This is an optimization exercise on Yosys and OpenROAD, whose aim is small area, a short achievable clock period and few clock cycles, not a production implementation. The RTL was checked by simulation tests, not by an equivalence proof against the original design. Power figures rest on the tool's default switching activity, not on a simulated workload.

<file path="flow/flow/run.sh">
#!/bin/bash
# The standard layout, with the timing repair aiming 8.5 ns below the clock
# period and free to resize cells across footprints. Each step's full output
# stays in the ORFS logs under orfs/logs; make's own output goes to make.log.
set -euo pipefail
bash standard.sh SETUP_SLACK_MARGIN=8.5 MATCH_CELL_FOOTPRINT=0 finish > make.log 2>&1
</file>
<file path="flow/standard.sh">
#!/bin/bash
# synth_recipe.tcl (not shown) runs the flow's synth.tcl, then flattens the netlist and writes it again
# the make line also repeats each setting of config.mk as NAME=value (left out here)
make -C /OpenROAD-flow-scripts/flow DESIGN_CONFIG=/design/flow/config.mk WORK_HOME=/design/flow/orfs CLKGATE_MAP_FILE= SYNTH_SCRIPT=/design/flow/synth_recipe.tcl "${@:-finish}"
</file>
<file path="flow/config.mk">
export PLATFORM = sky130hd
export DESIGN_NAME = eac3lc
export DESIGN_NICKNAME = eac3lc
export VERILOG_FILES = /design/flow/design.v
export SDC_FILE = /design/flow/constraint.sdc
export NUM_CORES = 4
export LEC_CHECK = 0
export CAP_MARGIN = 20
export CORE_MARGIN = 2
export CORE_UTILIZATION = 46
export CTS_CLUSTER_DIAMETER = 60
export CTS_CLUSTER_SIZE = 20
export PLACE_DENSITY = 0.56
export SLEW_MARGIN = 20
</file>
<file path="flow/constraint.sdc">
create_clock -name core_clock -period 12.0 [get_ports {clk}]
set_input_delay 2.4000 -clock core_clock [delete_from_list [all_inputs] [get_ports {clk}]]
set_output_delay 2.4000 -clock core_clock [all_outputs]
set_load 0.01 [all_outputs]
</file>
<file path="flow/design.v">
module eac3lc_crc_step (
    input  wire [15:0] crc_in,
    input  wire [7:0]  data,
    output reg  [15:0] crc_out
);
    integer i;
    reg [15:0] c;
    always @* begin
        c = crc_in ^ {data, 8'h00};
        for (i = 0; i < 8; i = i + 1) begin
            if (c[15])
                c = {c[14:0], 1'b0} ^ 16'h8005;
            else
                c = {c[14:0], 1'b0};
        end
        crc_out = c;
    end
endmodule
module eac3lc (
    input  wire        clk,
    input  wire        rst,
    input  wire        host_req,
    input  wire        host_we,
    input  wire        host_buf,
    input  wire [7:0]  host_addr,
    input  wire [31:0] host_wdata,
    output reg  [31:0] host_rdata,
    output wire        busy
);
    localparam [31:0] ID_VALUE = 32'h4C433136;
    localparam [3:0] R_ID = 4'h0, R_CMD = 4'h1, R_STATUS = 4'h2, R_LEN = 4'h3,
                     R_ARG_A = 4'h4, R_ARG_B = 4'h5, R_ARG_C = 4'h6, R_RESULT = 4'h7,
                     R_FCOUNT = 4'h8, R_TRIM = 4'h9, R_CURSOR = 4'hA, R_CAP = 4'hB;
    localparam [3:0] O_OK = 4'h0, O_NO_SYNC = 4'h1, O_TRUNCATED = 4'h2, O_RESYNC_EXH = 4'h3,
                     O_NOT_FOUND = 4'h4, O_ILLEGAL = 4'h5;
    localparam [3:0] S_BT0  = 4'd0,     
                     S_BT1  = 4'd1,     
                     S_BT2  = 4'd2,     
                     S_CR1  = 4'd3,     
                     S_CRC  = 4'd4,     
                     S_SCAN = 4'd5,     
                     S_FJ   = 4'd6,     
                     S_STRM = 4'd7,     
                     S_FINW = 4'd8,     
                     S_ILL  = 4'd9;
    localparam [1:0] M_FIND = 2'd0, M_SEEK = 2'd1, M_RUN = 2'd2;
    reg [511:0] mem;         
    reg [6:0]  len_q;
    reg [31:0] arg_a, arg_b, arg_c;
    reg [31:0] result;
    reg [6:0]  frame_count;
    reg [6:0]  trim;
    reg [6:0]  cursor;
    reg        st_busy, st_done;
    reg        busy_o;       
    reg [3:0]  st_outcome;
    reg [7:0]  st_last_op;
    reg        st_overrun, st_conflict;
    reg [63:0] rowq;         
    reg [31:0] regq;         
    reg [31:0] hq4;          
    reg [3:0]  hsel;         
    reg [3:0]  state;
    reg [1:0]  mode;         
    reg        is_run, is_fp;
    reg [1:0]  bop;          
    reg [6:0]  ptr;          
    reg [6:0]  lim;          
    reg        abig;         
    reg [6:0]  qa;           
    reg        v;            
    reg [7:0]  vmask;        
    reg        vl0, vl1;     
    reg        carry0b;      
    reg        qin;          
    reg [2:0]  bsh;          
    reg [7:0]  bval;         
    reg [15:0] crc;
    reg [6:0]  sa;           
    reg [6:0]  off;          
    reg [2:0]  lenhi;
    reg        flk;          
    reg [5:0]  flo;          
    reg [6:0]  cend;         
    reg [6:0]  oend;         
    reg        r2, r3, r7, r8, r9;    
    reg        tneg;         
    reg [5:0]  tdh;          
    reg [6:0]  cka;          
    reg [1:0]  ckp;          
    assign busy = busy_o;
    wire        h_reg_wr = host_req &  host_we & ~host_buf;
    wire        h_buf_wr = host_req &  host_we &  host_buf;
    wire [3:0]  h_reg    = host_addr[5:2];
    wire        cmd_wr   = h_reg_wr && h_reg == R_CMD;
    wire        accept   = cmd_wr && !st_busy;
    wire        h_buf_ok = !st_busy && host_addr[7:6] == 2'b00;
    wire [7:0]  cwl      = host_wdata[7:0];
    wire        cw_hi0   = host_wdata[31:8] == 24'd0;
    wire [2:0]  ra  = st_busy ? ptr[5:3] : host_addr[5:3];
    wire [63:0] row = mem[64*ra +: 64];
    wire        a_hi6   = |arg_a[31:6];
    wire        a_hi9   = |arg_a[31:9];
    wire        b_hi7   = |arg_b[31:7];
    wire        b_zero  = arg_b == 32'd0;
    wire [6:0]  cc_end  = (b_hi7 || arg_b[6:0] > len_q) ? len_q : arg_b[6:0];
    wire [7:0]  ab_sum  = {2'b00, arg_a[5:0]} + {1'b0, arg_b[6:0]};
    wire [6:0]  sf_lim  = (b_zero || b_hi7 || ab_sum >= {1'b0, len_q}) ? len_q : ab_sum[6:0];
    wire        p_lt    = !abig && ptr < lim;                
    wire [6:0]  ptr_p1  = ptr + 7'd1;
    wire [6:0]  ptr_np  = {ptr[6:1] + 6'd1, 1'b0};           
    wire [6:0]  ptr_nr  = {ptr[6:3] + 4'd1, 3'b000};         
    wire        near    = {1'b0, sa} + 8'd5 > {1'b0, lim};    
    wire [15:0] pair    = rowq[16*qa[2:1] +: 16];
    wire [7:0]  pb0     = pair[7:0];
    wire [7:0]  pb1     = pair[15:8];
    wire [7:0]  qbyte   = qa[0] ? pb1 : pb0;
    reg  [7:0]  imask;
    integer j;
    wire        i_rlt = ptr[6:3] <  lim[6:3];
    wire        i_req = ptr[6:3] == lim[6:3];
    always @* begin
        for (j = 0; j < 8; j = j + 1)
            imask[j] = (j[2:0] >= ptr[2:0]) && (i_rlt || (i_req && j[2:0] < lim[2:0]));
    end
    reg  [7:0]  i0mask;
    always @* begin
        for (j = 0; j < 8; j = j + 1)
            i0mask[j] = {4'd0, j[2:0]} < len_q;
    end
    reg  [7:0]  is0b, is77;
    reg  [7:0]  cand;
    always @* begin
        for (j = 0; j < 8; j = j + 1) begin
            is0b[j] = rowq[8*j +: 8] == 8'h0B;
            is77[j] = rowq[8*j +: 8] == 8'h77;
        end
        cand[0] = carry0b && vmask[0] && is77[0];
        for (j = 0; j < 7; j = j + 1)
            cand[j+1] = vmask[j] && vmask[j+1] && is0b[j] && is77[j+1];
    end
    reg  [2:0]  cidx;
    always @* begin
        cidx = 3'd0;
        for (j = 7; j >= 0; j = j - 1)
            if (cand[j]) cidx = j[2:0];
    end
    wire        found   = v && cand != 8'd0;
    wire [6:0]  fpos    = {qa[6:3], 3'b000} + {4'd0, cidx} - 7'd1;    
    wire [6:0]  fpos2   = {qa[6:3], 3'b000} + {4'd0, cidx} + 7'd1;    
    wire [6:0]  o0      = off;
    wire        lo_in0  = off[0];                     
    wire [7:0]  lo      = lo_in0 ? (r3 ? pb0 : 8'h00) : (r3 ? pb1 : 8'h00);
    wire [2:0]  hi      = !off[0] ? (r2 ? pb0[2:0] : 3'd0) : lenhi;
    wire        lo_now  = !flk && (o0 == 7'd3 || o0 == 7'd2);
    wire        x_le1   = hi == 3'd0 && lo < 8'd2;         
    wire        x_ge3   = hi != 3'd0 || lo >= 8'd3;        
    wire [12:0] fl      = {1'b0, hi, lo, 1'b0} + 13'd2;
    wire [12:0] ffl     = {6'd0, flo, 1'b0} + 13'd2;
    wire        f_trunc = abig || tneg || hi != 3'd0 || lo > {2'b00, tdh};
    wire [6:0]  em2     = sa + {lo[5:0], 1'b0};           
    wire [6:0]  fl_m3   = x_le1 ? 7'd0 : ({lo[5:0], 1'b0} - 7'd1);    
    function [8:0] mutate;   
        input       at7, at8, at9;
        input [7:0] b;
        begin
            mutate = {1'b0, b};
            if (at7)
                mutate = {r7, r8 ? ((b & 8'hF8) | 8'h05) : (b | 8'h04)};
            else if (at8)
                mutate = {r8, r9 ? 8'hA0 : ((b & 8'h03) | 8'hA0)};
            else if (at9)
                mutate = {r9, b & 8'h03};
        end
    endfunction
    wire        o_is6   = o0 == 7'd6;
    wire        o_is7   = o0 == 7'd7;
    wire        o_is8   = o0 == 7'd8;
    wire        o_is9   = o0 == 7'd9;
    wire [8:0]  m0      = mutate(o_is7, o_is8, o_is9, pb0);
    wire [8:0]  m1      = mutate(o_is6, o_is7, o_is8, pb1);
    wire        o_lt_c  = o0 < cend;
    wire        fc0     = o0 >= 7'd2 && (flk ? (o_lt_c || o0 == cend) : 1'b1);
    wire        fc1     = o0 >= 7'd1 && (flk ? o_lt_c : (o0 != 7'd3 || x_ge3));
    wire        s_end   = flk && o0 >= oend;      
    reg  [15:0] cu_in;
    reg  [7:0]  cu_b0, cu_b1;
    reg         cu_e0, cu_e1;
    wire [15:0] cu_s0, cu_s1;
    wire [15:0] cu_c1 = cu_e0 ? cu_s0 : cu_in;
    wire [15:0] cu_out = cu_e1 ? cu_s1 : cu_c1;
    eac3lc_crc_step u_crc0 (.crc_in(cu_in), .data(cu_b0), .crc_out(cu_s0));
    eac3lc_crc_step u_crc1 (.crc_in(cu_c1), .data(cu_b1), .crc_out(cu_s1));
    always @* begin
        cu_in = crc;
        cu_b0 = pb0;
        cu_b1 = pb1;
        cu_e0 = vl0;
        cu_e1 = vl1;
        case (state)
            S_CR1: begin
                cu_b0 = 8'h00;            
                cu_e0 = 1'b1;
                cu_e1 = 1'b0;
            end
            S_STRM: begin
                cu_b0 = m0[7:0];
                cu_b1 = m1[7:0];
                cu_e0 = fc0;
                cu_e1 = fc1;
            end
            default: ;
        endcase
    end
    wire [7:0]  bit_m = 8'h80 >> bsh;
    reg        e_we0, e_we1;
    reg [4:0]  e_wp;
    reg [7:0]  e_wd0, e_wd1;
    reg [7:0]  e_bd;            
    reg        e_bwe;           
    always @* begin
        e_bwe = 1'b0;
        e_bd  = 8'h00;
        case (state)
            S_BT1: begin
                if (bop == 2'd2) begin
                    e_bwe = qin;
                    e_bd  = crc[0] ? (qbyte | bval) : (qbyte & ~bval);
                end else if (bop == 2'd3) begin
                    if (bsh == 3'd0) begin
                        e_bwe = qin;
                        e_bd  = crc[15:8];
                    end else begin
                        e_bwe = p_lt;
                        e_bd  = (qbyte & ~bval) | crc[15:8];
                    end
                end
            end
            S_BT2: begin
                e_bwe = 1'b1;
                e_bd  = (qbyte & bval) | crc[7:0];
            end
            default: ;
        endcase
        if (ckp != 2'd0) begin
            e_wp  = cka[5:1];
            e_we0 = !cka[0];
            e_we1 = cka[0];
            e_wd0 = ckp[1] ? crc[15:8] : crc[7:0];
            e_wd1 = e_wd0;
        end else if (state == S_STRM) begin
            e_wp  = qa[5:1];
            e_we0 = m0[8];
            e_we1 = m1[8];
            e_wd0 = m0[7:0];
            e_wd1 = m1[7:0];
        end else begin
            e_wp  = qa[5:1];
            e_we0 = e_bwe && !qa[0];
            e_we1 = e_bwe && qa[0];
            e_wd0 = e_bd;
            e_wd1 = e_bd;
        end
    end
    wire       b_we0 = st_busy ? e_we0 : (h_buf_wr && h_buf_ok && !host_addr[0]);
    wire       b_we1 = st_busy ? e_we1 : (h_buf_wr && h_buf_ok &&  host_addr[0]);
    wire [4:0] b_wp  = st_busy ? e_wp  : host_addr[5:1];
    wire [7:0] b_wd0 = st_busy ? e_wd0 : host_wdata[7:0];
    wire [7:0] b_wd1 = st_busy ? e_wd1 : host_wdata[7:0];
    integer i;
    always @(posedge clk) begin
        for (i = 0; i < 32; i = i + 1) begin
            if (b_wp == i[4:0] && b_we0) mem[16*i +: 8]     <= b_wd0;
            if (b_wp == i[4:0] && b_we1) mem[16*i + 8 +: 8] <= b_wd1;
        end
    end
    wire [31:0] status_word = {14'd0, st_conflict, st_overrun, st_last_op, st_outcome,
                               2'b00, st_done, st_busy};
    reg  [31:0] reg_rdata;
    always @* begin
        case (h_reg)
            R_ID:     reg_rdata = ID_VALUE;
            R_STATUS: reg_rdata = status_word;
            R_LEN:    reg_rdata = {25'd0, len_q};
            R_ARG_A:  reg_rdata = arg_a;
            R_ARG_B:  reg_rdata = arg_b;
            R_ARG_C:  reg_rdata = arg_c;
            R_RESULT: reg_rdata = result;
            R_FCOUNT: reg_rdata = {25'd0, frame_count};
            R_TRIM:   reg_rdata = {25'd0, trim};
            R_CURSOR: reg_rdata = {25'd0, cursor};
            R_CAP:    reg_rdata = 32'd64;
            default:  reg_rdata = 32'd0;
        endcase
    end
    always @(posedge clk) begin
        rowq <= row;
        regq <= host_buf ? 32'd0 : reg_rdata;
        hq4  <= host_addr[2] ? row[63:32] : row[31:0];
        for (i = 0; i < 4; i = i + 1)
            hsel[i] <= host_buf && h_buf_ok && host_addr[1:0] == i[1:0];
        qa   <= st_busy ? ptr : {1'b0, host_addr[5:3], 3'b000};
        qin  <= p_lt;
    end
    reg [7:0] hbyte;
    always @* begin
        hbyte = 8'h00;
        for (i = 0; i < 4; i = i + 1)
            hbyte = hbyte | (hq4[8*i +: 8] & {8{hsel[i]}});
        host_rdata = {regq[31:8], regq[7:0] | hbyte};
    end
    always @(posedge clk) begin
        if (rst) begin
            len_q <= 7'd0;
            arg_a <= 32'd0;
            arg_b <= 32'd0;
            arg_c <= 32'd0;
        end else if (h_reg_wr) begin
            case (h_reg)
                R_LEN:   len_q <= (host_wdata[31:7] != 25'd0 || host_wdata[6]) ?
                                  7'd64 : host_wdata[6:0];
                R_ARG_A: arg_a <= host_wdata;
                R_ARG_B: arg_b <= host_wdata;
                R_ARG_C: arg_c <= host_wdata;
                default: ;
            endcase
        end
    end
    always @(posedge clk) begin
        if (rst) begin
            st_overrun  <= 1'b0;
            st_conflict <= 1'b0;
        end else begin
            if (h_reg_wr && h_reg == R_STATUS) begin
                if (host_wdata[16]) st_overrun  <= 1'b0;
                if (host_wdata[17]) st_conflict <= 1'b0;
            end
            if (cmd_wr && st_busy)
                st_overrun <= 1'b1;
            if (host_req && host_buf && st_busy)
                st_conflict <= 1'b1;
        end
    end
    reg        fin;
    reg [3:0]  fin_code;
    reg        fin_res;         
    reg [31:0] fin_val;
    reg [7:0]  dlt;             
    always @(posedge clk) begin
        fin      = 1'b0;
        fin_code = O_OK;
        fin_res  = 1'b0;
        fin_val  = 32'd0;
        dlt      = {1'b0, lim} - {1'b0, sa};
        if (rst) begin
            st_busy     <= 1'b0;
            busy_o      <= 1'b0;
            st_done     <= 1'b0;
            st_outcome  <= 4'd0;
            st_last_op  <= 8'd0;
            result      <= 32'd0;
            frame_count <= 7'd0;
            trim        <= 7'd0;
            cursor      <= 7'd0;
            ckp         <= 2'd0;
        end else if (!st_busy) begin
            if (accept) begin
                st_busy    <= 1'b1;
                busy_o     <= 1'b1;
                st_done    <= 1'b0;
                st_outcome <= 4'd0;
                st_last_op <= cwl;
                if (cw_hi0 && cwl == 8'h23) begin
                    frame_count <= 7'd0;
                    trim        <= 7'd0;
                    cursor      <= 7'd0;
                end
            end
            lim        <= cwl[4] ? cc_end : (cwl[5] && cwl[1:0] == 2'b00) ? sf_lim : len_q;
            bval       <= arg_b[7:0];
            bsh        <= arg_a[2:0];
            bop        <= cwl[1:0];
            crc        <= (cwl[4] && cwl[1]) ? arg_c[15:0] :
                          (cwl[4] && !cwl[0]) ? {arg_b[7:0], 8'h00} :
                          (arg_c[15:0] ^ {arg_b[7:0], 8'h00});
            ptr        <= (cwl[5:4] == 2'b00) ? {1'b0, arg_a[8:3]} :
                          (cwl[5] && cwl[1:0] == 2'b11) ? 7'd8 :
                          (cwl[5] && cwl[1:0] != 2'b00) ? ({1'b0, arg_a[5:0]} + 7'd2) :
                          {1'b0, arg_a[5:0]};
            sa         <= (cwl[5] && cwl[1:0] == 2'b11) ? 7'd0 : {1'b0, arg_a[5:0]};
            abig       <= (cwl[5:4] == 2'b00) ? a_hi9 : (cwl[5] && cwl[1:0] == 2'b11) ? 1'b0 : a_hi6;
            mode       <= (cwl[5] && cwl[1:0] == 2'b11) ? M_SEEK : M_FIND;
            v          <= cwl[5] && cwl[1:0] == 2'b11;
            vmask      <= i0mask;
            vl0        <= 1'b0;
            vl1        <= 1'b0;
            carry0b    <= 1'b0;
            is_run     <= cw_hi0 && cwl == 8'h23;
            is_fp      <= cwl[1];
            ckp        <= 2'd0;
            case (cwl)
                8'h01, 8'h02, 8'h03: state <= S_BT0;
                8'h10, 8'h11:        state <= S_CR1;
                8'h12:               state <= S_CRC;
                8'h20, 8'h23:        state <= S_SCAN;
                8'h21, 8'h22:        state <= S_FJ;
                default:             state <= S_ILL;
            endcase
            if (!cw_hi0) state <= S_ILL;
        end else begin
            if (ckp != 2'd0) begin
                ckp <= {1'b0, ckp[1]};
                cka <= cka + 7'd1;
            end
            v <= 1'b0;
            case (state)
                S_BT0: begin
                    bval  <= (bop == 2'd3) ? (8'hFF >> bsh) : bit_m;
                    crc   <= {bval >> bsh, bval << (4'd8 - {1'b0, bsh})};
                    if (bop != 2'd3) crc[0] <= bval[0];
                    v     <= 1'b1;
                    ptr   <= ptr_p1;
                    state <= S_BT1;
                end
                S_BT1: begin
                    if (bop == 2'd1) begin
                        fin = 1'b1; fin_res = 1'b1;
                        fin_val = {31'd0, qin & |(qbyte & bval)};
                    end else if (bop == 2'd3 && bsh != 3'd0 && p_lt) begin
                        v     <= 1'b1;
                        ptr   <= ptr_p1;
                        state <= S_BT2;
                    end else begin
                        fin = 1'b1;
                    end
                end
                S_BT2: fin = 1'b1;
                S_CR1: begin
                    fin = 1'b1; fin_res = 1'b1; fin_val = {16'd0, cu_out};
                end
                S_CRC: begin
                    if (v) crc <= cu_out;
                    vl0 <= 1'b0;
                    vl1 <= 1'b0;
                    if (p_lt) begin
                        v   <= 1'b1;
                        vl0 <= !ptr[0];
                        vl1 <= {ptr[6:1], 1'b1} < lim;
                        ptr <= ptr_np;
                    end else begin
                        fin = 1'b1; fin_res = 1'b1;
                        fin_val = {16'd0, cu_out};
                    end
                end
                S_SCAN: begin
                    if (p_lt) begin
                        v     <= 1'b1;
                        vmask <= imask;
                        ptr   <= ptr_nr;
                    end
                    if (v) carry0b <= vmask[7] && is0b[7];
                    if (mode == M_RUN && near) begin
                        v     <= 1'b0;
                        state <= S_FINW;
                    end else if (found) begin
                        if (mode == M_FIND) begin
                            fin = 1'b1; fin_res = 1'b1; fin_val = {25'd0, fpos};
                        end else begin
                            if (mode == M_SEEK) trim <= fpos;
                            sa    <= fpos;
                            ptr   <= fpos2;
                            mode  <= M_RUN;
                            v     <= 1'b0;
                            state <= S_FJ;
                        end
                    end else if (!p_lt) begin
                        fin = 1'b1;
                        case (mode)
                            M_FIND: begin
                                fin_res = 1'b1; fin_code = O_NOT_FOUND; fin_val = 32'hFFFF_FFFF;
                            end
                            M_SEEK:  fin_code = O_NO_SYNC;
                            default: fin_code = O_RESYNC_EXH;
                        endcase
                    end
                end
                S_FJ: begin
                    v     <= 1'b1;
                    ptr   <= ptr_np;
                    off   <= ptr[0] ? 7'd1 : 7'd2;
                    flk   <= 1'b0;
                    crc   <= 16'h0000;
                    r2    <= !abig && !dlt[7] && dlt[6:0] > 7'd2;
                    r3    <= !abig && !dlt[7] && dlt[6:0] > 7'd3;
                    r7    <= !dlt[7] && dlt[6:0] > 7'd7;
                    r8    <= !dlt[7] && dlt[6:0] > 7'd8;
                    r9    <= !dlt[7] && dlt[6:0] > 7'd9;
                    tneg  <= dlt[7] || dlt[6:0] < 7'd2;
                    tdh   <= dlt[6:1] - 6'd1;
                    state <= S_STRM;
                    if (is_run && near) fin = 1'b1;
                end
                S_STRM: begin
                    v   <= 1'b1;
                    ptr <= ptr_np;
                    off <= off + 7'd2;
                    crc <= cu_out;
                    if (o0 == 7'd1) lenhi <= r2 ? pb1[2:0] : 3'd0;
                    if (lo_now) begin
                        flk  <= 1'b1;
                        flo  <= lo[5:0];
                        cka  <= em2;
                        cend <= fl_m3;
                        oend <= (hi == 3'd0 && lo < 8'd6) ? 7'd8 : (fl_m3 - 7'd1);
                        if (x_le1) crc <= 16'h0000;
                        if (!is_run && !is_fp) begin
                            fin = 1'b1; fin_res = 1'b1; fin_val = {19'd0, fl};
                        end else if (f_trunc) begin
                            fin = 1'b1; fin_code = O_TRUNCATED;
                            fin_res = 1'b1; fin_val = {19'd0, fl};
                        end
                    end
                    if (s_end) begin
                        v      <= 1'b0;
                        ckp    <= 2'd2;
                        ptr    <= cka + 7'd2;
                        sa     <= cka + 7'd2;
                        carry0b <= 1'b0;
                        if (is_run) begin
                            frame_count <= frame_count + 7'd1;
                            state       <= S_SCAN;
                        end else begin
                            state <= S_FINW;
                        end
                    end
                end
                S_FINW: begin
                    if (ckp != 2'd2) begin
                        fin = 1'b1; fin_res = 1'b1;
                        fin_val = {crc, 3'd0, ffl};
                    end
                end
                default: begin
                    fin = 1'b1; fin_code = O_ILLEGAL;
                end
            endcase
            if (fin) begin
                st_outcome <= fin_code;
                st_busy    <= 1'b0;
                busy_o     <= 1'b0;
                st_done    <= 1'b1;
                if (is_run) begin
                    result <= {25'd0, frame_count};
                    cursor <= sa - trim;
                end else if (fin_res) begin
                    result <= fin_val;
                end
            end
        end
    end
endmodule
</file>
==> summary.txt, run 1 <==
Layout
  • Multi-input gate area: 23300 µm²
  • Layout Area Growth over Synthesis: 33.6%
  • Layout cells sized above 1: 0.303
  • Non-filler cells, final: 6327
  • Fillers: 7866
  • Fin nets: 5117
  • Reg area: 25300 µm²

Run
  • Max-cap viol count: 0

Detailed routing
  • DR iter-0 viols: 4708
  • DRC: 0
  • Routed WL: 184000 µm
  • Via count: 39100
  • Post-DR wirelength/cell: 29.0 µm
  • TritonRoute pass-1 iters: 8
  • Detail Route Antenna Nets: 0
  • Vias/cell: 6.18

STA
  • Setup Viol. Count Final: 0
  • Fmax: 0.229 GHz
  • Final TNS setup: 0 ps
  • Clock Skews: 60.9 ps
  • RSZ-0062 raised after global routing: true
  • Min Tclk post-route: 4370 ps
  • Final max-slew violation count: 0
  • Worst-Margin Slew: 1140 ps
  • Slew HR: 0.237
  • Final Hold Violating Endpoints: 0
  • Final worst setup slack: 7630 ps
  • Final Cycle Share: 0.364

Power
  • Cell Pwr Density: 126 nW/µm²
  • Pwr Total: 7.68 mW
  • LEAKAGE: 22.4 nW
  • Peak supply drop: 145 µV

Worst setup path
  • Crit Path Max Fanout: 8
  • CP max-delay cell: a222oi_1
  • Worst path cell trace: a222oi_1 > nand2_1 > clkbuf_2
  • Crit path DAT: 1970 ps
  • Crit path from: hsel[1]
  • R2R Path Start: qa[1]
  • Critical path type: reg2out
  • Required @ worst endpoint: 9600 ps
  • Setup crit end kind: primary output
  • Largest stage delay on the critical path: 440 ps
  • Startpoint Class: flop

Yosys
  • Synth async-reset ratio: 0
  • Leading area contributor after synthesis: edfxtp_1
  • Post-synth top area share: 0.415
  • Seq/Total Area, Yosys: 0.553
  • Cells after Synth: 4591
  • Dominant synthesized flop cell: edfxtp_1
  • Yosys Warn Count: 2
  • Syn Std Cell Area: 45700 µm²
  • Post-synth EDFFs: 632
  • Dominant cells by area after synthesis: edfxtp_1, dfxtp_1, nand2_1
  • Cell variety after synth: 92
  • Seq cells post-synth: 946
  • Syn nets: 4744
  • Avg Inst Size Synth: 9.95 µm²

Clocking
  • Worst-Skew Late Latency: 710 ps
  • Hold buffer count at cts: 0
  • Root Buffer: clkbuf_16
  • CTS H-tree lvls: 3
  • CTS tree: yes
  • Clk slew on worst S/H paths: 80 ps
  • Clock sinks: 946
  • Clk buf depth: 3
  • CTS Buf Count: 86

Floorplan
  • Die Span Y: 319 µm
  • Ports: 78
  • # rows: 115
  • Core area: 98400 µm²
  • Full die area: 102000 µm²
  • Die Wd: 319 µm
  • Initial Utilization: 0.464

GRT
  • GR Util All Layers: 0.349
  • Initial antenna violation count: 9
  • Total grt overflow: 0
  • Largest net degree at the start of global routing: 96
  • Number of global-route vias before repair: 36800
  • First-pass GRT wire length: 260000 µm

Run status
  • Status: finished clean

Placed design
  • Worst slack at placement: 5730 ps
  • Buffers on Ports: 77
  • GPL Wtd Cong: 0.999
  • Inst Count DP: 5694
  • DP HPWL: 109000 µm

Hold path
  • Hold Path Class: reg2reg
  • Hold Crit Start: arg_c[27]
==> power breakdown <==
part / switching [mW] / internal (mW) / leakage, nW / total (mW)
Combinational: 0.616 / 0.450 / 12.5 / 1.07
Sequential: 0.0689 / 3.52 / 8.36 / 3.59
Clock: 1.44 / 1.58 / 1.49 / 3.02
Total: 2.13 / 5.55 / 22.4 / 7.68
==> metrics by stage <==
step | hold WS (ps) | cell area [µm²] | util
6_report | 458 | 61000 | 0.620
5_1_grt | 477 | 61000 | 0.620
4_1_cts | 459 | 58500 | 0.595
3_5_place_dp | 449 | 48600 | 0.494
3_3_place_gp | 442 | 48600 | 0.493
2_1_floorplan | 429 | 47500 | -
==> layer usage <==
| metal | global-route usage | up-vias | wire length, µm |
|---|---|---|---|
| met4 | 0.189 | 0 | 12400 |
| met3 | 0.0637 | 538 | 15500 |
| met1 | 0.447 | 19300 | 70400 |
| li1 | - | 17300 | - |
| met2 | 0.562 | 1978 | 85200 |
| met5 | 0 | - | 0 |
==> cell usage after synthesis, types with 22 or more instances <==
cell / number
a21o_1: 33
a21oi_1: 328
a221oi_1: 25
a22oi_1: 62
a31oi_1: 92
and3_1: 76
buf_1: 40
buf_4: 25
clkbuf_1: 253
dfxtp_1: 314
edfxtp_1: 632
ha_1: 104
inv_1: 101
mux2_2: 80
mux2i_1: 53
mux4_2: 22
nand2_1: 1082
nand2b_1: 27
nand3_1: 155
nor2_1: 286
nor2b_1: 30
nor3_1: 32
nor4_1: 32
o211ai_1: 45
o21ai_0: 178
o21ai_1: 22
o221ai_1: 22
xnor2_1: 81
xor2_1: 59
==> path summary, 6_finish.rpt <==
path | slack [ps] | cells after the start | endpoint
min | 460 | 2 | arg_c[27]
min reg2reg | 460 | 2 | arg_c[27]
max reg2reg | 7680 | 23 | result[26]
max | 7630 | 3 | host_rdata[5]
==> sequential cells by signal (all words and copies together), names as in the netlist, 8 cells and up <==
register    flops
mem           512
rowq           64
arg_a          32
arg_b          32
arg_c          32
hq4            32
regq           32
result         32
crc            16
bval            8
st_last_op      8
vmask           8
==> layout by cell type (no fill, tap or decap), types with 23 or more instances in the layout <==
cell       netlist  routed
dfxtp_1        314     290
a22oi_1         62      53
a21oi_1        328     273
nor2_1         286     173
xnor2_1         81      74
a31oi_1         92      53
o21ai_1         22      51
nand2_4          0      38
a21oi_2          0      39
buf_6            1     118
nor2_4           0     102
buf_12           0     111
nand2_1       1082     963
mux2_4           0      62
mux2i_1         53      45
xor2_1          59      49
nand2b_1        27      24
inv_1          101      83
buf_4           25     235
a21o_1          33      32
ha_1           104      90
nand3_1        155     131
o21ai_0        178      90
and3_1          76      44
o211ai_1        45      45
and3_4           0      32
o21ai_2          1      45
nand2_2          0      78
buf_2            3      24
clkbuf_16        0     123
nor3_1          32      23
edfxtp_1       632     632
==> kinds of logic (layout without fill, tap and decap cells) <==
| kind of cell | count (synthesis) | after routing | synth area share |
|---|---|---|---|
| compound gates | 961 | 968 | 0.131 |
| simple gates | 1844 | 1855 | 0.176 |
| xor+xnor | 146 | 146 | 0.0293 |
| fa+ha+maj | 108 | 108 | 0.0302 |
| other cells | 1 | 6 | 0.0000821 |
| flops | 946 | 946 | 0.553 |
| buf+inv | 429 | 855 | 0.0376 |
| mux | 156 | 156 | 0.0427 |
==> critical path: cells and delay by family, from the launching register on <==
kind | cells | cell delay (ps)
AND/OR/NAND/NOR | 1 | 250
AO/OA/AOI/OAI | 1 | 440
flip-flops | 1 | 380
buffers and inverters | 1 | 190
==> cell type report <==
type                       count  area share
antenna                        5    0.000205
clock buffer                  97      0.0375
clock inverter                62      0.0134
inverter                     107     0.00806
multi-input combinational   3234       0.381
sequential                   946       0.415
tap                         1287      0.0264
timing repair buffer         581       0.116
timing repair inverter         8     0.00244
==> repair_timing <==
item | 4_1_cts | 5_1_grt
setup endpoints to repair | 1364 | 1265
cloned | 71 | 9
gates resized for setup | 808 | 401
pin swaps | 240 | 227
setup buffers | 296 | 93
Testbench counts, summed over its fixed seeds: cycles 26,169.
==> inputs of run 2 (changes only) <==
--- a/flow/design.v
+++ b/flow/design.v
@@ -81,5 +81,6 @@
     reg [2:0]  lenhi;
     reg        flk;          
-    reg [5:0]  flo;          
+    reg [10:0] flx;          
+    reg        fdec;         
     reg [6:0]  cend;         
     reg [6:0]  oend;         
@@ -157,5 +158,5 @@
     wire        x_ge3   = hi != 3'd0 || lo >= 8'd3;        
     wire [12:0] fl      = {1'b0, hi, lo, 1'b0} + 13'd2;
-    wire [12:0] ffl     = {6'd0, flo, 1'b0} + 13'd2;
+    wire [12:0] ffl     = {1'b0, flx, 1'b0} + 13'd2;
     wire        f_trunc = abig || tneg || hi != 3'd0 || lo > {2'b00, tdh};
     wire [6:0]  em2     = sa + {lo[5:0], 1'b0};           
@@ -183,5 +184,5 @@
     wire        fc0     = o0 >= 7'd2 && (flk ? (o_lt_c || o0 == cend) : 1'b1);
     wire        fc1     = o0 >= 7'd1 && (flk ? o_lt_c : (o0 != 7'd3 || x_ge3));
-    wire        s_end   = flk && o0 >= oend;      
+    wire        s_end   = flk && !fdec && o0 >= oend;    
     reg  [15:0] cu_in;
     reg  [7:0]  cu_b0, cu_b1;
@@ -491,4 +492,5 @@
                     flk   <= 1'b0;
                     crc   <= 16'h0000;
+                    fdec  <= 1'b0;
                     r2    <= !abig && !dlt[7] && dlt[6:0] > 7'd2;
                     r3    <= !abig && !dlt[7] && dlt[6:0] > 7'd3;
@@ -509,15 +511,14 @@
                     if (lo_now) begin
                         flk  <= 1'b1;
-                        flo  <= lo[5:0];
+                        flx  <= {hi, lo};
                         cka  <= em2;
                         cend <= fl_m3;
                         oend <= (hi == 3'd0 && lo < 8'd6) ? 7'd8 : (fl_m3 - 7'd1);
                         if (x_le1) crc <= 16'h0000;
-                        if (!is_run && !is_fp) begin
-                            fin = 1'b1; fin_res = 1'b1; fin_val = {19'd0, fl};
-                        end else if (f_trunc) begin
-                            fin = 1'b1; fin_code = O_TRUNCATED;
-                            fin_res = 1'b1; fin_val = {19'd0, fl};
-                        end
+                        fdec <= (!is_run && !is_fp) || f_trunc;
+                    end
+                    if (fdec) begin
+                        fin = 1'b1; fin_res = 1'b1; fin_val = {19'd0, ffl};
+                        if (is_run || is_fp) fin_code = O_TRUNCATED;
                     end
                     if (s_end) begin
==> flow/flow/run.sh (replaced) <==
#!/bin/bash
# The standard layout, with the timing repair aiming 8 ns below the clock
# period and free to resize cells across footprints. Each step's full output
# stays in the ORFS logs under orfs/logs; make's own output goes to make.log.
set -euo pipefail
bash standard.sh SETUP_SLACK_MARGIN=8 MATCH_CELL_FOOTPRINT=0 finish > make.log 2>&1
--- a/flow/config.mk
+++ b/flow/config.mk
@@ -8,7 +8,7 @@
 export CAP_MARGIN = 20
 export CORE_MARGIN = 2
-export CORE_UTILIZATION = 46
+export CORE_UTILIZATION = 40
 export CTS_CLUSTER_DIAMETER = 60
 export CTS_CLUSTER_SIZE = 20
-export PLACE_DENSITY = 0.56
+export PLACE_DENSITY = 0.5
 export SLEW_MARGIN = 20
==> run 2 against run 1 <==
Compared with the run above: critical path depth increased by 6; largest cell class unchanged; still clean on timing, DRC and antenna; clock-buffer cell count is 8 higher; register-to-register slack improved by 50 ps.
==> summary.txt, run 2 <==
Run status
  • Status: finished clean

Power
  • LEAKAGE: 20.1 nW (-10%)
  • Cell Pwr Density: 138 nW/µm² (+9.7%)
  • Peak supply drop: 122 µV (-16%)

Yosys
  • Leading area contributor after synthesis: edfxtp_1
  • Xor/xnor share of the synthesized area: 0.0271 (-0.00217)
  • Synth Area in Adders: 0.0301 (-0.000187)
  • Seq cells post-synth: 952 (+0.63%)
  • Cells after Synth: 4585 (-0.13%)
  • Synth async-reset ratio: 0 (unchanged)
  • Yosys Warn Count: 2 (unchanged)
  • Post-synth top area share: 0.417 (+0.00135)
  • Simple-gate area share of the yosys netlist: 0.174 (-0.00188)
  • Syn nets: 4738 (-0.13%)
  • Most numerous cell in the Yosys netlist: nand2_1
  • Post-synth EDFFs: 638 (+0.95%)
  • Most frequent cells after synthesis: nand2_1, edfxtp_1, a21oi_1, dfxtp_1, nor2_1
  • Post-synthesis mux area share: 0.0408 (-0.00187)
  • Largest family of logic cells by synthesized area: simple AND/OR/NAND/NOR gates
  • Syn Std Cell Area: 46000 µm² (+0.62%)
  • Compound-gate portion of the synthesized area: 0.136 (+0.00480)
  • Cell variety after synth: 100 (+8.7%)
  • Seq/Total Area, Yosys: 0.554 (about the same)
  • Avg Inst Size Synth: 10.0 µm² (+0.75%)
  • Dominant cells by area after synthesis: edfxtp_1, dfxtp_1, nand2_1
  • Dominant synthesized flop cell: edfxtp_1

Clocking
  • Clk buf depth: 3 (unchanged)
  • CTS Buf Count: 91 (+5.8%)
  • CTS H-tree lvls: 3 (unchanged)
  • Clock sinks: 952 (+0.63%)
  • Root Buffer: clkbuf_16
  • Worst-Skew Late Latency: 710 ps (about the same)
  • CTS tree: yes
  • Clk slew on worst S/H paths: 70 ps (about the same)
  • Hold buffer count at cts: 0 (unchanged)

Worst setup path
  • Critical path type: in2reg
  • Worst R2R Path Depth: 14 (-39%)
  • Largest stage delay on the critical path: 860 ps (+420 ps)
  • Number of cells on the critical path: 9 (+6)
  • Crit path from: host_wdata[3]
  • FF-to-FF End: result[15]
  • Startpoint Class: input port
  • Capture point of the worst path: frame_count[6]
  • Setup crit end kind: flop
  • Crit path DAT: 4940 ps (+2970 ps)
  • R2R Path Start: qa[1]
  • Crit Path Max Fanout: 7 (-1)
  • Reg2reg setup slack: 7730 ps (+50 ps)
  • CP max-delay cell: clkdlybuf4s50_1
  • Required @ worst endpoint: 12610 ps (+3010 ps)
  • Crit path buf inv count: 1 (unchanged)
  • Cell family with most CP delay: simple AND/OR/NAND/NOR gates
  • Worst path cell trace: clkdlybuf4s50_1 > or3_4 > nor2_4 > nand2_2 > o21ai_2 > a21boi_4 > nand4_1 > or3_1 > a21oi_2

STA
  • Hold Slack: 455 ps (-2.84 ps)
  • Slew HR: 0.314 (+0.0767)
  • Fmax: 0.231 GHz (+0.71%)
  • Clock Skews: 48.9 ps (-12.0 ps)
  • Final max-slew violation count: 0 (unchanged)
  • Final TNS setup: 0 ps (unchanged)
  • Min Tclk post-route: 4340 ps (-30.8 ps)
  • Final Hold Violating Endpoints: 0 (unchanged)
  • Worst-Margin Slew: 1030 ps (-115 ps)
  • Final Cycle Share: 0.361 (-0.00256)
  • Setup Viol. Count Final: 0 (unchanged)
  • RSZ-0062 raised after global routing: true

Detailed routing
  • Post-DR wirelength/cell: 27.4 µm (-5.6%)
  • Vias/cell: 5.87 (-4.9%)
  • TritonRoute pass-1 iters: 6 (-2)
  • Detail Route Antenna Nets: 0 (unchanged)
  • Via count: 37000 (-5.3%)
  • DRC: 0 (unchanged)
  • Routed WL: 173000 µm (-5.9%)
  • DR iter-0 viols: 3627 (-23%)

GRT
  • GR Util All Layers: 0.283 (-0.0664)
  • Number of global-route vias before repair: 34600 (-5.9%)
  • First-pass GRT wire length: 244000 µm (-5.9%)
  • Initial antenna violation count: 7 (-2)
  • Largest net degree at the start of global routing: 123 (+28%)
  • Total grt overflow: 0 (unchanged)

Layout
  • Most frequent cells in the layout: nand2_1, edfxtp_1, a21oi_1, dfxtp_1, nor2_1
  • Commonest non-fill, non-tap cell in the layout: nand2_1
  • Layout Area Growth over Synthesis: 21.0%
  • Fin nets: 4865 (-4.9%)
  • Biggest regs: mem (512), rowq (64)
  • Layout cells sized above 1: 0.186 (-0.117)
  • Max FFs per register: 512 (unchanged)
  • Fillers: 10600 (+34%)
  • Largest Register: mem

Floorplan
  • Ports: 78 (unchanged)
  • Initial Utilization: 0.402 (-0.0616)
  • Die Wd: 343 µm (+7.5%)
  • # rows: 124 (+7.8%)
  • Full die area: 118000 µm² (+16%)
  • Core area: 114000 µm² (+16%)
  • Die Span Y: 343 µm (+7.5%)

Run
  • Max-cap viol count: 0 (unchanged)

Placed design
  • GPL Wtd Cong: 0.972 (-2.7%)
  • DP HPWL: 112000 µm (+2.5%)
  • Buffers on Ports: 77 (unchanged)

Hold path
  • Hold Path Class: reg2reg
run 2: cell types whose count changed in the layout (fill, tap and decap cells not counted), sizes merged, moves of 9 or more:
cell and change:
a31oi +18, clkbuf -23, buf -245, nand2 -51, nand3 -20, a21boi +12, nor2 +15, nor3 +9
clkdlybuf4s50 +30, xor2 -9, dlymetal6s2s +15, xnor2 -10
run 2: cell type report:
cell class	count	area, µm²	area share
well taps	1512	1890	0.0340
flip-flops and latches	952	25500	0.458
clock buffers	105	2400	0.0433
diodes	1	2.50	0.0000450
repair inverters	1	11.3	0.000203
repair buffers	350	3790	0.0681
multi-input cells	3212	20700	0.372
inverters	104	438	0.00788
clock inverters	67	891	0.0160
run 2: what timing repair did:
item	CTS	global route
hold endpoints to repair	0	0
endpoints found under the setup margin	866	524
gates resized for setup	293	134
setup buffers	126	58
pin swaps	121	80
gates cloned	13	9
run 2: cell families after synthesis:
kind of cell             after synthesis
multiplexers                         152
buffers and inverters                428
AO/OA/AOI/OAI                       1002
AND/OR/NAND/NOR                     1812
adder cells (fa/ha/maj)              108
XOR/XNOR                             130
other                                  1
flip-flops                           952
run 2: worst min-delay path, stage by stage (launching register included):
cell and delay [ps]:
dfxtp_1 310, nand2_1 50, a21oi_1 50
run 2: worst min path at each step:
stage	slack [ps]	endpoint	depth (start not counted)	start
3_3_place_gp	440	arg_c[24]	2	arg_c[24]
4_1_cts	460	arg_c[29]	2	arg_c[29]
6_report	450	arg_c[25]	2	arg_c[25]
3_5_place_dp	450	arg_c[29]	2	arg_c[29]
2_1_floorplan	430	st_conflict	2	st_conflict
5_1_grt	470	arg_c[26]	2	arg_c[26]
run 2: metal layers:
layer,share of wire,track usage,wire [µm],vias up
met5,0.000075,0,13,-
met4,0.048,0.122,8270,2
met3,0.071,0.0445,12300,372
met2,0.46,0.451,79900,1548
met1,0.42,0.381,72100,18300
li1,-,-,-,16800
run 2: power breakdown:
part	internal, mW	leakage, nW	switching (mW)
registers	3.54	8.41	0.0729
logic	0.353	10.0	0.541
clock network	1.67	1.60	1.49
run 2: metrics by stage:
stage | worst slack (ps) | power [mW] | instance area [µm²] | util | std cells
final | 7660 | 7.67 | 55600 | 0.487 | 6304
after global placement | 5770 | 4.37 | 48500 | 0.425 | 5925
after detailed placement | 5790 | 4.37 | 48500 | 0.425 | 5925
after global routing | 7610 | 7.89 | 55600 | 0.487 | 6304
after floorplan | 7150 | 4.08 | 46600 | - | 4585
after CTS | 7710 | 7.64 | 54300 | 0.475 | 6236
Testbench counts of run 2, summed over its fixed seeds: cycles 26,306.
==> inputs of run 3 (changes only) <==
--- a/flow/design.v
+++ b/flow/design.v
@@ -59,6 +59,5 @@
     reg [63:0] rowq;         
     reg [31:0] regq;         
-    reg [31:0] hq4;          
-    reg [3:0]  hsel;         
+    reg [7:0]  hsel;         
     reg [3:0]  state;
     reg [1:0]  mode;         
@@ -81,6 +80,5 @@
     reg [2:0]  lenhi;
     reg        flk;          
-    reg [10:0] flx;          
-    reg        fdec;         
+    reg [5:0]  flo;          
     reg [6:0]  cend;         
     reg [6:0]  oend;         
@@ -99,5 +97,6 @@
     wire [7:0]  cwl      = host_wdata[7:0];
     wire        cw_hi0   = host_wdata[31:8] == 24'd0;
-    wire [2:0]  ra  = st_busy ? ptr[5:3] : host_addr[5:3];
+    wire [5:0]  pre_a = host_wdata[0] ? 6'd0 : arg_a[5:0];
+    wire [2:0]  ra  = st_busy ? ptr[5:3] : host_buf ? host_addr[5:3] : pre_a[5:3];
     wire [63:0] row = mem[64*ra +: 64];
     wire        a_hi6   = |arg_a[31:6];
@@ -130,4 +129,9 @@
             i0mask[j] = {4'd0, j[2:0]} < len_q;
     end
+    reg  [7:0]  amask;
+    always @* begin
+        for (j = 0; j < 8; j = j + 1)
+            amask[j] = !a_hi6 && (j[2:0] >= arg_a[2:0]) && ({1'b0, arg_a[5:3], j[2:0]} < sf_lim);
+    end
     reg  [7:0]  is0b, is77;
     reg  [7:0]  cand;
@@ -158,5 +162,5 @@
     wire        x_ge3   = hi != 3'd0 || lo >= 8'd3;        
     wire [12:0] fl      = {1'b0, hi, lo, 1'b0} + 13'd2;
-    wire [12:0] ffl     = {1'b0, flx, 1'b0} + 13'd2;
+    wire [12:0] ffl     = {6'd0, flo, 1'b0} + 13'd2;
     wire        f_trunc = abig || tneg || hi != 3'd0 || lo > {2'b00, tdh};
     wire [6:0]  em2     = sa + {lo[5:0], 1'b0};           
@@ -184,5 +188,5 @@
     wire        fc0     = o0 >= 7'd2 && (flk ? (o_lt_c || o0 == cend) : 1'b1);
     wire        fc1     = o0 >= 7'd1 && (flk ? o_lt_c : (o0 != 7'd3 || x_ge3));
-    wire        s_end   = flk && !fdec && o0 >= oend;    
+    wire        s_end   = flk && o0 >= oend;      
     reg  [15:0] cu_in;
     reg  [7:0]  cu_b0, cu_b1;
@@ -298,8 +302,7 @@
         rowq <= row;
         regq <= host_buf ? 32'd0 : reg_rdata;
-        hq4  <= host_addr[2] ? row[63:32] : row[31:0];
-        for (i = 0; i < 4; i = i + 1)
-            hsel[i] <= host_buf && h_buf_ok && host_addr[1:0] == i[1:0];
-        qa   <= st_busy ? ptr : {1'b0, host_addr[5:3], 3'b000};
+        for (i = 0; i < 8; i = i + 1)
+            hsel[i] <= host_buf && h_buf_ok && host_addr[2:0] == i[2:0];
+        qa   <= st_busy ? ptr : {1'b0, pre_a};
         qin  <= p_lt;
     end
@@ -307,6 +310,6 @@
     always @* begin
         hbyte = 8'h00;
-        for (i = 0; i < 4; i = i + 1)
-            hbyte = hbyte | (hq4[8*i +: 8] & {8{hsel[i]}});
+        for (i = 0; i < 8; i = i + 1)
+            hbyte = hbyte | (rowq[8*i +: 8] & {8{hsel[i]}});
         host_rdata = {regq[31:8], regq[7:0] | hbyte};
     end
@@ -388,12 +391,14 @@
                           (cwl[5] && cwl[1:0] == 2'b11) ? 7'd8 :
                           (cwl[5] && cwl[1:0] != 2'b00) ? ({1'b0, arg_a[5:0]} + 7'd2) :
-                          {1'b0, arg_a[5:0]};
+                          cwl[5] ? {{1'b0, arg_a[5:3]} + 4'd1, 3'b000} :
+                          {arg_a[5:1] + 6'd1, 1'b0};
             sa         <= (cwl[5] && cwl[1:0] == 2'b11) ? 7'd0 : {1'b0, arg_a[5:0]};
             abig       <= (cwl[5:4] == 2'b00) ? a_hi9 : (cwl[5] && cwl[1:0] == 2'b11) ? 1'b0 : a_hi6;
             mode       <= (cwl[5] && cwl[1:0] == 2'b11) ? M_SEEK : M_FIND;
-            v          <= cwl[5] && cwl[1:0] == 2'b11;
-            vmask      <= i0mask;
-            vl0        <= 1'b0;
-            vl1        <= 1'b0;
+            v          <= (cwl[5] && (cwl[1:0] == 2'b11 || cwl[1:0] == 2'b00)) ||
+                          (cwl[4] && cwl[1]);
+            vmask      <= cwl[0] ? i0mask : amask;
+            vl0        <= !a_hi6 && !arg_a[0] && {1'b0, arg_a[5:0]} < cc_end;
+            vl1        <= !a_hi6 && {1'b0, arg_a[5:1], 1'b1} < cc_end;
             carry0b    <= 1'b0;
             is_run     <= cw_hi0 && cwl == 8'h23;
@@ -492,5 +497,4 @@
                     flk   <= 1'b0;
                     crc   <= 16'h0000;
-                    fdec  <= 1'b0;
                     r2    <= !abig && !dlt[7] && dlt[6:0] > 7'd2;
                     r3    <= !abig && !dlt[7] && dlt[6:0] > 7'd3;
@@ -511,14 +515,15 @@
                     if (lo_now) begin
                         flk  <= 1'b1;
-                        flx  <= {hi, lo};
+                        flo  <= lo[5:0];
                         cka  <= em2;
                         cend <= fl_m3;
                         oend <= (hi == 3'd0 && lo < 8'd6) ? 7'd8 : (fl_m3 - 7'd1);
                         if (x_le1) crc <= 16'h0000;
-                        fdec <= (!is_run && !is_fp) || f_trunc;
-                    end
-                    if (fdec) begin
-                        fin = 1'b1; fin_res = 1'b1; fin_val = {19'd0, ffl};
-                        if (is_run || is_fp) fin_code = O_TRUNCATED;
+                        if (!is_run && !is_fp) begin
+                            fin = 1'b1; fin_res = 1'b1; fin_val = {19'd0, fl};
+                        end else if (f_trunc) begin
+                            fin = 1'b1; fin_code = O_TRUNCATED;
+                            fin_res = 1'b1; fin_val = {19'd0, fl};
+                        end
                     end
                     if (s_end) begin
--- a/flow/config.mk
+++ b/flow/config.mk
@@ -9,6 +9,4 @@
 export CORE_MARGIN = 2
 export CORE_UTILIZATION = 40
-export CTS_CLUSTER_DIAMETER = 60
-export CTS_CLUSTER_SIZE = 20
 export PLACE_DENSITY = 0.5
 export SLEW_MARGIN = 20
==> run 3 against run 2 <==
Compared with the run above: register-to-register slack worse by 40 ps; final cell count down 7.2%; via count fell by 5.8%; largest power group unchanged.
==> summary.txt, run 3 <==
Layout
  • Fin nets: 4437 (-8.8%)
  • Biggest regs: mem (512), rowq (64)
  • Fillers: 9788 (-7.4%)
  • Commonest non-fill, non-tap cell in the layout: edfxtp_1
  • Post-route cell area: 57600 µm² (+3.6%)
  • Largest Register: mem
  • Most frequent cells in the layout: edfxtp_1, nand2_1, a21oi_1, buf_4, dfxtp_1
  • Non-filler cells, final: 5849 (-7.2%)
  • Max FFs per register: 512 (unchanged)
  • Layout cells sized above 1: 0.302 (+0.116)
  • Layout Area Growth over Synthesis: 27.5%

Yosys
  • Dominant cells by area after synthesis: edfxtp_1, dfxtp_1, mux4_2
  • Seq cells post-synth: 918 (-3.6%)
  • Leading area contributor after synthesis: edfxtp_1
  • Synth async-reset ratio: 0 (unchanged)
  • Most numerous cell in the Yosys netlist: edfxtp_1
  • Syn nets: 4110 (-13%)
  • Post-synth top area share: 0.420 (+0.00325)
  • Cells after Synth: 3938 (-14%)
  • Syn Std Cell Area: 45200 µm² (-1.7%)
  • Cell variety after synth: 102 (+2.0%)
  • Avg Inst Size Synth: 11.5 µm² (+14%)
  • Post-synth EDFFs: 632 (-0.94%)
  • Most frequent cells after synthesis: edfxtp_1, nand2_1, a21oi_1, nor2_1, dfxtp_1
  • Dominant synthesized flop cell: edfxtp_1
  • Yosys Warn Count: 2 (unchanged)
  • Seq/Total Area, Yosys: 0.547 (-0.00678)

STA
  • Slew HR: 0.284 (-0.0305)
  • Min Tclk post-route: 4430 ps (+88.8 ps)
  • Final TNS setup: 0 ps (unchanged)
  • Setup Viol. Count Final: 0 (unchanged)
  • Worst-Margin Slew: 1070 ps (+45.8 ps)
  • Final worst setup slack: 7570 ps (-88.8 ps)
  • Fmax: 0.226 GHz (-2.0%)
  • Final max-slew violation count: 0 (unchanged)
  • Final Cycle Share: 0.369 (+0.00740)
  • RSZ-0062 raised after global routing: true
  • Clock Skews: 71.2 ps (+22.2 ps)
  • Final Hold Violating Endpoints: 0 (unchanged)
  • Hold Slack: 455 ps (-0.278 ps)

GRT
  • Number of global-route vias before repair: 33700 (-2.6%)
  • Total grt overflow: 0 (unchanged)
  • Routing usage on met1: 0.373 (-0.00777)
  • First-pass GRT wire length: 242000 µm (-0.95%)
  • GR Util All Layers: 0.287 (+0.00428)
  • Initial antenna violation count: 10 (+3)
  • Grt met3 use: 0.0477 (+0.00315)
  • Met2 usage: 0.466 (+0.0149)
  • GR peak layer: met2
  • Largest net degree at the start of global routing: 81 (-34%)

Clocking
  • Worst-Skew Late Latency: 730 ps (+20 ps)
  • Hold buffer count at cts: 0 (unchanged)
  • Clk buf depth: 3 (unchanged)
  • Root Buffer: clkbuf_16
  • CTS H-tree lvls: 3 (unchanged)
  • Clock sinks: 918 (-3.6%)
  • Clk slew on worst S/H paths: 60 ps (about the same)
  • CTS Buf Count: 100 (+9.9%)
  • CTS tree: yes

Floorplan
  • Initial Utilization: 0.403 (about the same)
  • # rows: 123 (-0.81%)
  • Ports: 78 (unchanged)
  • Full die area: 116000 µm² (-1.7%)
  • Core area: 112000 µm² (-1.8%)
  • Die Wd: 340 µm (-0.85%)
  • Die Span Y: 340 µm (-0.85%)

Detailed routing
  • Via count: 34900 (-5.8%)
  • DR iter-0 viols: 3687 (+1.7%)
  • DRC: 0 (unchanged)
  • Vias/cell: 5.96 (+1.5%)
  • TritonRoute pass-1 iters: 8 (+2)
  • Routed WL: 169000 µm (-2.0%)
  • Post-DR wirelength/cell: 28.9 µm (+5.6%)
  • Detail Route Antenna Nets: 0 (unchanged)

Worst setup path
  • Crit path from: rowq[40]
  • Startpoint Class: flop
  • Critical path type: reg2out
  • Crit Path Max Fanout: 3 (-4)
  • Setup crit end kind: primary output
  • Required @ worst endpoint: 9600 ps (-3010 ps)
  • R2R Path Start: qa[1]
  • Reg2reg setup slack: 7690 ps (-40 ps)
  • Crit path DAT: 2030 ps (-2910 ps)

Power
  • Cell Pwr Density: 130 nW/µm² (-5.6%)
  • Peak supply drop: 122 µV (+0.22%)
  • LEAKAGE: 20.2 nW (+0.76%)

Hold path
  • Hold Path Class: reg2reg
  • Hold Crit Start: arg_c[18]

Placed design
  • GPL Wtd Cong: 0.945 (-2.8%)
  • Worst slack at placement: 5400 ps (-396 ps)
  • Inst Count DP: 5318 (-10%)
  • Placement Cell Area: 48000 µm² (-1.0%)
  • Buffers on Ports: 77 (unchanged)
  • DP HPWL: 109000 µm (-2.0%)

Run
  • Max-cap viol count: 0 (unchanged)

Run status
  • Status: finished clean
[run 3: worst max-delay path, stage by stage, from the launching register on]
cell      delay [ps]
dfxtp_2          360
a22o_1           260
a221oi_4         280
nand3_2          210
buf_6            180
[run 3: worst paths after layout]
check / cells past startpoint / to
max: 4 / host_rdata[0]
min: 2 / arg_c[18]
max reg2reg: 19 / result[4]
min reg2reg: 2 / arg_c[18]
[run 3: cells by family after synthesis]
kind of cell | synth area share
muxes | 0.108
AOI/OAI and AO/OA | 0.129
buffers and inverters | 0.0351
adders and majority gates | 0.0358
xor gates and xnor gates | 0.0277
other | 0.0000830
DFF | 0.547
and+or+nand+nor | 0.117
[run 3: cell type report]
| type | instances | area [µm²] | share of cell area |
|---|---|---|---|
| inverters | 122 | 514 | 0.00893 |
| clock buffers | 138 | 2850 | 0.0495 |
| diodes | 1 | 2.50 | 0.0000435 |
| multi-input cells | 2634 | 21700 | 0.378 |
| well taps | 1500 | 1880 | 0.0326 |
| clock inverters | 47 | 538 | 0.00934 |
| repair buffers | 489 | 5250 | 0.0912 |
| flip-flops and latches | 918 | 24800 | 0.431 |
[run 3: report_power, final]
group / total, mW / internal (mW) / switching, mW
clock: 3.17 / 1.81 / 1.36
sequential: 3.49 / 3.41 / 0.0748
combinational: 0.848 / 0.370 / 0.478
[run 3: metrics by stage]
step / utilization / total power, mW
2_1_floorplan: - / 3.93
3_3_place_gp: 0.428 / 4.17
3_5_place_dp: 0.428 / 4.17
4_1_cts: 0.502 / 7.48
5_1_grt: 0.513 / 7.72
6_report: 0.513 / 7.51
[run 3: per-layer routing]
metal,wire length (µm),share of wire,vias to the layer above
li1,-,-,15400
met1,67800,0.40,17400
met2,79100,0.47,1590
met3,12600,0.075,473
met4,9550,0.056,10
met5,64,0.00038,-
[run 3: timing repair]
action	in CTS	in global routing
cloned	22	3
endpoints found under the setup margin	895	738
setup buffers	246	74
pin swaps	187	123
resized for setup	512	191
Testbench counts of run 3, summed over its fixed seeds: cycles 25,847.
==> inputs of run 4 (changes only) <==
--- a/flow/design.v
+++ b/flow/design.v
@@ -59,5 +59,4 @@
     reg [63:0] rowq;         
     reg [31:0] regq;         
-    reg [7:0]  hsel;         
     reg [3:0]  state;
     reg [1:0]  mode;         
@@ -99,5 +98,12 @@
     wire [5:0]  pre_a = host_wdata[0] ? 6'd0 : arg_a[5:0];
     wire [2:0]  ra  = st_busy ? ptr[5:3] : host_buf ? host_addr[5:3] : pre_a[5:3];
-    wire [63:0] row = mem[64*ra +: 64];
+    reg  [7:0]  rsel;
+    reg  [63:0] row;
+    integer rr;
+    always @* begin
+        for (rr = 0; rr < 8; rr = rr + 1) rsel[rr] = ra == rr[2:0];
+        row = 64'd0;
+        for (rr = 0; rr < 8; rr = rr + 1) row = row | (mem[64*rr +: 64] & {64{rsel[rr]}});
+    end
     wire        a_hi6   = |arg_a[31:6];
     wire        a_hi9   = |arg_a[31:9];
@@ -112,5 +118,10 @@
     wire [6:0]  ptr_nr  = {ptr[6:3] + 4'd1, 3'b000};         
     wire        near    = {1'b0, sa} + 8'd5 > {1'b0, lim};    
-    wire [15:0] pair    = rowq[16*qa[2:1] +: 16];
+    reg  [15:0] pair;
+    integer pp;
+    always @* begin
+        pair = 16'd0;
+        for (pp = 0; pp < 4; pp = pp + 1) pair = pair | (rowq[16*pp +: 16] & {16{qa[2:1] == pp[1:0]}});
+    end
     wire [7:0]  pb0     = pair[7:0];
     wire [7:0]  pb1     = pair[15:8];
@@ -130,7 +141,10 @@
     end
     reg  [7:0]  amask;
+    wire        a_rlt = {1'b0, arg_a[5:3]} <  sf_lim[6:3];
+    wire        a_req = {1'b0, arg_a[5:3]} == sf_lim[6:3];
     always @* begin
         for (j = 0; j < 8; j = j + 1)
-            amask[j] = !a_hi6 && (j[2:0] >= arg_a[2:0]) && ({1'b0, arg_a[5:3], j[2:0]} < sf_lim);
+            amask[j] = !a_hi6 && (j[2:0] >= arg_a[2:0]) &&
+                       (a_rlt || (a_req && j[2:0] < sf_lim[2:0]));
     end
     reg  [7:0]  is0b, is77;
@@ -284,26 +298,15 @@
     reg  [31:0] reg_rdata;
     always @* begin
-        case (h_reg)
-            R_ID:     reg_rdata = ID_VALUE;
-            R_STATUS: reg_rdata = status_word;
-            R_LEN:    reg_rdata = {25'd0, len_q};
-            R_ARG_A:  reg_rdata = arg_a;
-            R_ARG_B:  reg_rdata = arg_b;
-            R_ARG_C:  reg_rdata = arg_c;
-            R_RESULT: reg_rdata = result;
-            R_FCOUNT: reg_rdata = {25'd0, frame_count};
-            R_TRIM:   reg_rdata = {25'd0, trim};
-            R_CURSOR: reg_rdata = {25'd0, cursor};
-            R_CAP:    reg_rdata = 32'd64;
-            default:  reg_rdata = 32'd0;
-        endcase
-    end
-    always @(posedge clk) begin
-        rowq <= row;
-        regq <= host_buf ? 32'd0 : reg_rdata;
-        for (i = 0; i < 8; i = i + 1)
-            hsel[i] <= host_buf && h_buf_ok && host_addr[2:0] == i[2:0];
-        qa   <= st_busy ? ptr : {1'b0, pre_a};
-        qin  <= p_lt;
+        reg_rdata = ({32{h_reg == R_ID}}     & ID_VALUE)
+                  | ({32{h_reg == R_STATUS}} & status_word)
+                  | ({32{h_reg == R_LEN}}    & {25'd0, len_q})
+                  | ({32{h_reg == R_ARG_A}}  & arg_a)
+                  | ({32{h_reg == R_ARG_B}}  & arg_b)
+                  | ({32{h_reg == R_ARG_C}}  & arg_c)
+                  | ({32{h_reg == R_RESULT}} & result)
+                  | ({32{h_reg == R_FCOUNT}} & {25'd0, frame_count})
+                  | ({32{h_reg == R_TRIM}}   & {25'd0, trim})
+                  | ({32{h_reg == R_CURSOR}} & {25'd0, cursor})
+                  | ({32{h_reg == R_CAP}}    & 32'd64);
     end
     reg [7:0] hbyte;
@@ -311,7 +314,13 @@
         hbyte = 8'h00;
         for (i = 0; i < 8; i = i + 1)
-            hbyte = hbyte | (rowq[8*i +: 8] & {8{hsel[i]}});
-        host_rdata = {regq[31:8], regq[7:0] | hbyte};
+            hbyte = hbyte | (row[8*i +: 8] & {8{host_addr[2:0] == i[2:0]}});
+    end
+    always @(posedge clk) begin
+        rowq <= row;
+        regq <= host_buf ? {24'd0, h_buf_ok ? hbyte : 8'h00} : reg_rdata;
+        qa   <= st_busy ? ptr : {1'b0, pre_a};
+        qin  <= p_lt;
     end
+    always @* host_rdata = regq;
     always @(posedge clk) begin
         if (rst) begin
--- a/flow/config.mk
+++ b/flow/config.mk
@@ -9,4 +9,5 @@
 export CORE_MARGIN = 2
 export CORE_UTILIZATION = 40
+export CTS_BUF_LIST = sky130_fd_sc_hd__clkbuf_8
 export PLACE_DENSITY = 0.5
 export SLEW_MARGIN = 20
==> run 4 against run 3 <==
Compared with the run above: worst hold slack worse by 0.99 ps; non-clock buffer count up 26; worst setup slack worse by 12 ps; sequential share of layout area is 0.11 points lower; sequential power about the same; die area down 3.3%; first-iteration DRC count is 17% higher; global-route usage up 4.4 points; fmax decreased by 0.27%; via count rose by 7.4%; largest cell class unchanged; highest routed layer unchanged.
==> summary.txt, run 4 <==
Run status
  • Status: finished clean

Power
  • Peak supply drop: 122 µV (+0.36%)
  • LEAKAGE: 20.5 nW (+1.6%)
  • Cell Pwr Density: 129 nW/µm² (-1.1%)
  • Pwr Total: 7.38 mW (-1.7%)

Yosys
  • Most frequent cells after synthesis: edfxtp_1, nand2_1, a21oi_1, nor2_1, a22oi_1
  • Avg Inst Size Synth: 10.6 µm² (-7.3%)
  • Post-synth top area share: 0.434 (+0.0144)
  • Cell variety after synth: 100 (-2.0%)
  • Dominant synthesized flop cell: edfxtp_1
  • Leading area contributor after synthesis: edfxtp_1
  • Most numerous cell in the Yosys netlist: edfxtp_1
  • Yosys Warn Count: 2 (unchanged)
  • Synth async-reset ratio: 0 (unchanged)
  • Syn Std Cell Area: 43700 µm² (-3.3%)
  • Post-synth EDFFs: 632 (unchanged)

STA
  • Final Cycle Share: 0.370 (+0.000998)
  • Final TNS setup: 0 ps (unchanged)
  • Min Tclk post-route: 4440 ps (+12.0 ps)
  • Slew HR: 0.181 (-0.103)
  • Final worst setup slack: 7560 ps (-12.0 ps)
  • Setup Viol. Count Final: 0 (unchanged)
  • Fmax: 0.225 GHz (-0.27%)
  • Final Hold Violating Endpoints: 0 (unchanged)
  • RSZ-0062 raised after global routing: true

Clocking
  • Worst-Skew Late Latency: 900 ps (+170 ps)
  • Clk slew on worst S/H paths: 70 ps (about the same)
  • Clock sinks: 910 (-0.87%)
  • Hold buffer count at cts: 0 (unchanged)
  • CTS Buf Count: 160 (+60%)
  • CTS tree: yes
  • CTS H-tree lvls: 4 (+1)
  • Clk buf depth: 3 (unchanged)
  • Root Buffer: clkbuf_8

GRT
  • Initial antenna violation count: 11 (+1)
  • First-pass GRT wire length: 265000 µm (+9.5%)
  • Number of global-route vias before repair: 36100 (+6.9%)

Detailed routing
  • DR iter-0 viols: 4306 (+17%)
  • Detail Route Antenna Nets: 0 (unchanged)
  • TritonRoute pass-1 iters: 6 (-2)
  • DRC: 0 (unchanged)
  • Post-DR wirelength/cell: 31.2 µm (+8.0%)
  • Via count: 37500 (+7.4%)
  • Routed WL: 190000 µm (+12%)

Hold path
  • Hold Path Stages: 2 (unchanged)
  • Hold worst-path end: cursor[6]
  • Hold Path Class: reg2reg

Worst setup path
  • R2R Path Start: state[0]
  • Critical path type: reg2reg
  • Crit path DAT: 5240 ps (+3210 ps)
  • Setup crit end kind: flop
  • Worst R2R Path Depth: 14 (-5)
  • Startpoint Class: flop
  • Crit Path Max Fanout: 28 (+25)
  • Reg2reg setup slack: 7560 ps (-130 ps)

Layout
  • Reg area: 24600 µm² (-0.86%)
  • Layout Area Growth over Synthesis: 31.0%
  • Commonest non-fill, non-tap cell in the layout: edfxtp_1
  • Largest Register: mem
  • Max FFs per register: 512 (unchanged)
  • Layout cells sized above 1: 0.283 (-0.0196)
  • Biggest regs: mem (512), rowq (64)
  • Multi-input gate area: 21400 µm² (-1.4%)
  • Fillers: 9426 (-3.7%)

Floorplan
  • Full die area: 112000 µm² (-3.3%)
  • Die Wd: 334 µm (-1.6%)
  • # rows: 121 (-1.6%)
  • Initial Utilization: 0.402 (about the same)

Placed design
  • GPL Wtd Cong: 0.985 (+4.3%)
  • Worst slack at placement: 5330 ps (-71.8 ps)
  • Placement Cell Area: 47300 µm² (-1.5%)
## run 4: cells by family (layout without fill, tap and decap cells)
kind of cell / after synthesis / after routing / share of synthesized area
compound gates: 1142 / 1143 / 0.170
xor+xnor: 147 / 148 / 0.0314
fa+ha+maj: 123 / 123 / 0.0359
buf+inv: 379 / 932 / 0.0334
flops: 910 / 910 / 0.562
mux: 91 / 91 / 0.0293
other cells: 1 / 4 / 0.0000858
simple gates: 1313 / 1319 / 0.138
## run 4: where the power goes
group	internal, mW	leakage [nW]	switching [mW]
logic	0.449	10.7	0.647
registers	3.40	8.05	0.0632
clock network	1.44	1.78	1.39
total	5.28	20.5	2.10
## run 4: repair_timing
action / in CTS / in global routing
gates cloned: 42 / 6
pin swaps: 176 / 130
resized for setup: 482 / 222
buffers inserted: 263 / 61
endpoints found under the setup margin: 863 / 749
## run 4: per-stage QoR
stage,std cells,hold slack [ps],utilization
after floorplan,4106,428,-
after global placement,5421,441,0.436
after detailed placement,5421,445,0.436
after CTS,6013,453,0.511
after global routing,6083,470,0.527
final,6084,454,0.527
## run 4: final cells by class
class                   instances  share of cell area
flip-flops and latches        910               0.430
inverters                     130             0.00892
well taps                    1414              0.0309
multi-input cells            2825               0.375
diodes                          3            0.000131
clock inverters               118              0.0132
clock buffers                 169              0.0406
repair buffers                515               0.102
## run 4: routing by layer
layer,share of wire,vias to the layer above,GRT usage
met1,0.38,18600,0.411
met5,0.00022,-,0
met3,0.077,524,0.0559
met4,0.068,6,0.198
li1,-,16300,-
met2,0.47,2024,0.543
## run 4: worst max-delay path, stage by stage, from the launching register on
cell	delay, ps
edfxtp_1	470
buf_4	370
nand3_1	440
o22ai_1	390
xnor2_1	150
xnor2_1	340
xnor3_2	450
xnor2_2	170
mux2i_4	280
buf_4	190
xnor2_2	90
buf_4	160
a2111oi_2	300
nand4_1	340
a21oi_1	210
## run 4: how the worst max path moves through the flow
| stage | from | end | cells after the start |
|---|---|---|---|
| after floorplan | host_wdata[7] | frame_count[4] | 8 |
| after global placement | host_wdata[0] | regq[6] | 16 |
| after detailed placement | host_wdata[0] | regq[6] | 16 |
| after CTS | qa[1] | result[15] | 16 |
| after global routing | off[0] | result[15] | 14 |
| final | state[0] | result[15] | 14 |
Testbench counts of run 4, summed over its fixed seeds: cycles 25,847.

afterwards: timing with drivers on the ports:
The flow's constraints put no driver on any port. The routed layouts listed below were extracted and timed again, unchanged, in two steps.
Step 1 sets driving cells, clkbuf_16 on the clock port and buf_2 on the other inputs (assumed; they add their load-dependent delay and slew).
Step 2 times the ports against the registers' clock, not the clock port: input delays grow and output delays shrink by t, the midpoint of the rising clock arrivals with the driver on.
Slacks: ideal / step 1 / step 2; pairs: ideal / step 1.
| run | t (ns) | setup slack, ns |
|---|---|---|
| run 1 | 0.760 | 7.633 / 7.554 / 7.450 |
| run 2 | 0.763 | 7.663 / 7.676 / 6.953 |
| run 3 | 0.768 | 7.575 / 7.500 / 7.275 |
| run 4 | 0.939 | 7.563 / 7.563 / 6.819 |
After both steps setup and hold are still met in every run listed.
